Source: an optimization exercise on an open RTL-to-GDS flow (aim: small area, a short achievable clock period and few clock cycles). Production flows keep margins and buffers that such runs may drop.
Only simulation tests tie the RTL to the original design; equivalence was not proved.
Power figures rest on the tool's default switching activity, not on a simulated workload.

==> design.v <==
module daly_rx (
    input  wire        clk,
    input  wire        rst,
    input  wire        start_valid,
    output wire        start_ready,
    input  wire [7:0]  start_cmd,
    input  wire [7:0]  start_n,
    input  wire        start_w2,
    input  wire [7:0]  start_count,
    input  wire        rx_valid,
    output wire        rx_ready,
    input  wire [7:0]  rx_data,
    input  wire        rx_last,
    input  wire        rx_ctl,
    output wire        item_valid,
    input  wire        item_ready,
    output wire [15:0] item_data,
    output wire        log_valid,
    output wire        log_kind,
    output wire [7:0]  log_a,
    output wire [7:0]  log_b,
    output wire        done,
    output wire [7:0]  done_frames,
    output wire [7:0]  done_items,
    output wire [2:0]  done_detail
);
    localparam D_NONE      = 3'd0;
    localparam D_READ_ERR  = 3'd1;
    localparam D_NO_DATA   = 3'd2;
    localparam D_SHORT     = 3'd3;
    localparam D_CHECKSUM  = 3'd4;
    localparam D_COMMAND   = 3'd5;
    reg        busy;           
    reg        rx_on;          
    reg        done_r;
    reg        emit;           
    reg [2:0]  ij;             
    reg        inc_e;          
    reg [7:0]  x_cmd;
    reg        x_w2;
    reg [7:0]  x_count;
    reg [7:0]  nleft;          
    reg [3:0]  bc;             
    reg [7:0]  sum;            
    reg        cmd_ok;
    reg [7:0]  idx;            
    reg [7:0]  pb [0:6];       
    reg [7:0]  frames;
    reg [7:0]  series;
    reg [7:0]  eidx;
    reg [2:0]  detail;
    reg        log_v;
    reg        log_k;
    wire [2:0] ij2 = {ij[1:0], 1'b0};
    wire [15:0] cur_item = x_w2 ? {pb[ij2], pb[ij2 + 3'd1]}
                                : {{8{pb[ij][7]}}, pb[ij]};
    wire       last_item = (series + 8'd1 == x_count) ||
                           (ij == (x_w2 ? 3'd2 : 3'd6));
    wire [3:0] freed = x_w2 ? {ij, 1'b0} : {1'b0, ij};
    wire       stall = emit && (bc >= freed + 4'd5);
    assign start_ready = !busy;
    assign rx_ready    = rx_on && !stall;
    assign item_valid  = emit;
    assign item_data   = cur_item;
    assign log_valid   = log_v;
    assign log_kind    = log_k;
    assign log_a       = log_k ? eidx : {4'd0, bc};
    assign log_b       = log_k ? idx : 8'd0;
    assign done        = done_r;
    assign done_frames = frames;
    assign done_items  = series;
    assign done_detail = detail;
    wire take    = rx_valid && rx_ready;
    wire sum_ok  = (sum == rx_data);
    wire looked  = (series != x_count);
    reg  rx_on_n, emit_n;
    always @(*) begin
        rx_on_n = rx_on;
        emit_n  = emit;
        if (emit && item_ready && last_item)
            emit_n = 1'b0;
        if (take) begin
            if (rx_ctl)
                rx_on_n = 1'b0;
            else if (bc == 4'd12) begin
                if (nleft == 8'd1)
                    rx_on_n = 1'b0;
                if (sum_ok && cmd_ok && looked)
                    emit_n = 1'b1;
            end else if (rx_last)
                rx_on_n = 1'b0;
        end
    end
    always @(posedge clk) begin
        if (take && !rx_ctl) begin
            sum <= (bc == 4'd0 ? 8'd0 : sum) + rx_data;
            if (bc == 4'd2)
                cmd_ok <= (rx_data == x_cmd);
            if (bc == 4'd4)
                idx <= rx_data;
            if (bc >= 4'd5 && bc <= 4'd11)
                pb[bc - 4'd5] <= rx_data;
        end
        if (inc_e)
            eidx <= eidx + 8'd1;
        if (emit && item_ready) begin
            series <= series + 8'd1;
            ij     <= ij + 3'd1;
        end
        if (take) begin
            if (rx_ctl) begin
                detail <= rx_data[0] ? D_READ_ERR : D_NO_DATA;
            end else if (bc == 4'd12) begin
                bc    <= 4'd0;
                nleft <= nleft - 8'd1;
                if (!sum_ok)
                    detail <= D_CHECKSUM;
                else if (!cmd_ok)
                    detail <= D_COMMAND;
                else begin
                    frames <= frames + 8'd1;
                    if (looked) begin
                        log_k <= 1'b1;
                        ij    <= 3'd0;
                    end
                end
            end else begin
                bc <= bc + 4'd1;
                if (rx_last) begin
                    detail <= D_SHORT;
                    log_k  <= 1'b0;
                end
            end
        end
        if (start_valid && !busy) begin
            x_cmd   <= start_cmd;
            x_w2    <= start_w2;
            x_count <= start_count;
            nleft   <= start_n;
            bc      <= 4'd0;
            frames  <= 8'd0;
            series  <= 8'd0;
            eidx    <= 8'd1;
            detail  <= D_NONE;
        end
    end
    always @(posedge clk) begin
        if (rst) begin
            busy   <= 1'b0;
            rx_on  <= 1'b0;
            emit   <= 1'b0;
            done_r <= 1'b0;
            log_v  <= 1'b0;
            inc_e  <= 1'b0;
        end else begin
            log_v <= take && !rx_ctl &&
                     (bc == 4'd12 ? (sum_ok && cmd_ok && looked && idx != eidx)
                                  : rx_last);
            inc_e <= take && !rx_ctl && bc == 4'd12 && sum_ok && cmd_ok && looked;
            if (start_valid && !busy) begin
                busy   <= (start_n != 8'd0);
                rx_on  <= (start_n != 8'd0);
                emit   <= 1'b0;
                done_r <= (start_n == 8'd0);
            end else begin
                rx_on  <= rx_on_n;
                emit   <= emit_n;
                done_r <= busy && !rx_on_n && !emit_n;
                if (busy && !rx_on_n && !emit_n)
                    busy <= 1'b0;
            end
        end
    end
endmodule
==> run.sh <==
#!/bin/bash
# synth_recipe.tcl (not shown) runs the flow's synth.tcl, then flattens the netlist and writes it again
# the make line also repeats each setting of config.mk as NAME=value (left out here)
make -C /OpenROAD-flow-scripts/flow DESIGN_CONFIG=/design/flow/config.mk WORK_HOME=/design/flow/orfs CLKGATE_MAP_FILE= SYNTH_SCRIPT=/design/flow/synth_recipe.tcl finish
==> config.mk <==
export PLATFORM = sky130hd
export DESIGN_NAME = daly_rx
export DESIGN_NICKNAME = daly_rx
export VERILOG_FILES = /design/flow/design.v
export SDC_FILE = /design/flow/constraint.sdc
export NUM_CORES = 4
export LEC_CHECK = 0
export CAP_MARGIN = 20
export CORE_MARGIN = 2
export CORE_UTILIZATION = 40
export PLACE_DENSITY = 0.6
export SLEW_MARGIN = 20
==> constraint.sdc <==
create_clock -name core_clock -period 6.5 [get_ports {clk}]
set_input_delay 1.3000 -clock core_clock [delete_from_list [all_inputs] [get_ports {clk}]]
set_output_delay 1.3000 -clock core_clock [all_outputs]
set_load 0.01 [all_outputs]
==> notes.md <==
## power groups by stage
| stage | Sequential (mW) | Combinational (mW) | Clock, mW |
|---|---|---|---|
| after floorplan | 0.998 | 0.0913 | 0 |
| after global placement | 1.00 | 0.161 | 0 |
| after detailed placement | 1.00 | 0.164 | 0 |
| after CTS | 0.982 | 0.165 | 1.07 |
| after global routing | 0.983 | 0.180 | 1.11 |
| final | 0.982 | 0.164 | 1.06 |
## logic make-up after synthesis
kind of cell	synth area share [%]
AO/OA/AOI/OAI	9.93
XOR/XNOR	8.88
adder cells (fa/ha/maj)	4.38
buffers and inverters	2.96
flip-flops	51.6
multiplexers	8.18
AND/OR/NAND/NOR	14.1
## placed cells by master, fill, tap and decap left out, drive strengths merged, types with 4 or more instances in the layout
| cell | n |
|---|---|
| nand2 | 44 |
| bufinv | 5 |
| xor2 | 25 |
| nand3 | 19 |
| mux2i | 8 |
| a21o | 17 |
| inv | 24 |
| mux2 | 14 |
| xnor2 | 47 |
| and3 | 4 |
| buf | 7 |
| edfxtp | 99 |
| a21oi | 28 |
| clkbuf | 17 |
| nand2b | 7 |
| nor4 | 7 |
| and2 | 20 |
| a221oi | 6 |
| nand4 | 11 |
| nor3 | 12 |
| a22oi | 7 |
| nor2 | 49 |
| or3 | 10 |
| ha | 24 |
| o21ai | 31 |
| dfxtp | 40 |
| clkdlybuf4s50 | 96 |
| mux4 | 16 |
| clkinv | 7 |
## cell type report
| class | instances | area share, % |
|---|---|---|
| clock buffers | 17 | 4.65 |
| clock inverters | 15 | 2.42 |
| inverters | 23 | 0.958 |
| multi-input cells | 438 | 36.5 |
| flip-flops and latches | 139 | 41.3 |
| well taps | 229 | 3.13 |
| repair buffers | 103 | 11.1 |
## registers in the layout (all words and copies together), names as in the netlist
name,cells
rx_on,1
eidx,8
cmd_ok,1
inc_e,1
busy,1
bc,4
log_v,1
nleft,8
done_r,1
frames,8
idx,8
pb,56
x_cmd,8
emit,1
x_count,8
detail,3
series,8
ij,3
x_w2,1
sum,8
log_k,1
## worst min-delay path by stage
| stage | slack [ns] | end | depth (start not counted) | startpoint |
|---|---|---|---|---|
| 2_1_floorplan | 0.47 | busy | 2 | busy |
| 3_3_place_gp | 0.47 | frames[7] | 2 | frames[7] |
| 3_5_place_dp | 0.49 | detail[2] | 2 | detail[2] |
| 4_1_cts | 0.51 | frames[5] | 2 | frames[5] |
| 5_1_grt | 0.51 | busy | 2 | busy |
| 6_report | 0.50 | frames[6] | 2 | frames[6] |
## critical path: stages (launching register included)
cell             delay [ns]
dfxtp_1                0.85
inv_1                  0.20
nor2_1                 0.19
ha_1                   0.25
inv_1                  0.06
ha_1                   0.25
a211oi_4               0.30
nor2_1                 0.08
o21ai_0                0.16
and2_1                 0.18
clkdlybuf4s50_1        0.54
## layer usage
metal	track usage [%]	vias to the layer above
li1	-	2483
met1	24.0	2524
met2	29.7	164
met3	4.14	27
met4	7.02	0
met5	0	-
==> results.yml <==
setup_path:
  worstSetupStartpoint: "ij[0]"
  path_class: "reg -> out"
  cp.arrival_ns: 3.48
  r2r_cells: 11
  worstPathMaxFanout: 19
  crit_end: "rx_ready"
  endpoint_kind: "output port"
  ff2ff_setup_slack_ns: 2.27
  r2r-start: "ij[0]"
  cp.required_ns: 5.20
  start_kind: "register"
  rr_endpoint: "pb[0][2]"
routing:
  drt_wl_total_microns: 17400
  wl_met3_microns: 904
  firstDrtPassIters: 5
  wl_per_cell_microns: 18.1
  drc: 0
  vias: 5198
  ant_nets: 0
  vias_per_cell: 5.39
  wl_met2_microns: 8410
  top_layer: "met4"
  wirelength_met1_microns: 7710
  first_iter_violations: 460
logic_synthesis:
  synth-async-reset-ratio_pct: 0
  postSynthCellCount: 628
  netlist_area_sq_um: 7310
  synth-edff-count: 99
  synth_most_common_cell: "edfxtp_1"
  yosysWarnings: 1
  synth_top_cell_by_area: "edfxtp_1"
  synth.top_cell.area_share_pct: 40.7
  synth_top_flop_cell: "edfxtp_1"
  netlist_top_cells_count: "edfxtp_1 (99), nor2_1 (49), xnor2_1 (47)"
  yosys.cell_types.count: 59
  ys_seq_area_share_pct: 51.6
  avgSynthCellArea_sq_um: 11.6
  yosys-top-cells-area: "edfxtp_1 (41%), dfxtp_1 (11%), xnor2_1 (5.6%)"
  synth_seq_cells: 139
  synth_fp_nets: 693
place:
  dpl-instance-area_sq_um: 8470
  hpwlAfterDp_microns: 12500
  numPortBuffers: 96
  dpl_worst_slack_ns: 1.90
  numPlacedInstances: 931
  gp_congestion: 0.886
hold_path:
  min_path_type: "reg -> reg"
pwr:
  p_clk_share_pct: 47.9
  sw_frac_of_total_pct: 21.5
  seq_power_share_pct: 44.6
  power_mw: 2.20
  ir_worst_vdd_v: 0.000208
  p_per_area_nw_per_um2: 241
  p_comb_share_pct: 7.4
  p_sw_uw: 474
  internal_power_mw: 1.73
  leakage_nw: 3.26
die:
  start_util_pct: 40.7
  design.core.area_sq_um: 18000
  fp.dieW_microns: 139
  row_count: 49
  die_y_microns: 139
  die-area_sq_um: 19400
  io_pins: 97
clocking:
  clock-sinks: 139
  cts.clk_slew.worst_paths_ns: 0.06
  htree_levels: 4
  clock_latency_ns: 0.42
  cts_root_buf: "clkbuf_16"
  post_cts_resized: 0
  hold_buffers: 0
  cts_tree: "built"
  cts_buffer_depth: 2
  post_cts_buffers: 0
  cts_buffers: 17
cells_and_area:
  drive_gt1_share_pct: 11.4
  nFillCells: 1591
  multiInputGateArea_sq_um: 3340
  fin_area_sq_um: 9140
  final_util_pct: 50.9
  final-seq-area_sq_um: 3770
  n_antenna_cell: 0
  final_cells: 964
  syn_to_final_growth_pct: 25.1
  layout.nets: 787
timing:
  fin_skew_ns: 0.00653
  slew_violations: 0
  max_slew.worst_pin.slew_ns: 0.972
  finalCritPeriodShare_pct: 73.6
  rsz0062_at_grt: "false"
  fin_worst_hold_slack_ns: 0.497
  final_hold_viol_count: 0
  setup-violations-final: 0
  max_freq_mhz: 209
  relSlewSlack_pct: 34.7
  period_needed_ns: 4.78
  fin_setup_tns_ns: 0
  setup_slack_ns: 1.72
grt:
  grt.overflow.total: 0
  antenna_found_initial: 0
  grt_max_degree: 63
  grt_usage_pct: 18.3
  grt_pass1_vias: 5144
  grt_pass1_wl_microns: 27700
status:
  status: "finished clean"
job:
  cap_violations: 0
Testbench counts, summed over its fixed seeds: cycles 55,288.

[separate check: timing with driven ports]
The flow's constraints put no driver on any port. The routed layout listed below was extracted and timed again, unchanged, in two steps.
Step 1 sets driving cells, clkbuf_16 on the clock port and buf_2 on the other inputs (assumed; they add their load-dependent delay and slew).
Step 2 times the ports against the registers' clock, not the clock port: input delays grow and output delays shrink by t, the midpoint of the rising clock arrivals with the driver on.
a / b / c = ideal ports / drivers / drivers and shift; a / b = the first two.
t, ns: 0.463
setup WS [ns]: 1.717 / 1.676 / 2.139
latest minus earliest clock arrival (ns): 0.006 / 0.007
After both steps this run still meets setup and hold. The setup slack of this run moves by -0.041 ns with the drivers and by +0.422 ns with both steps.
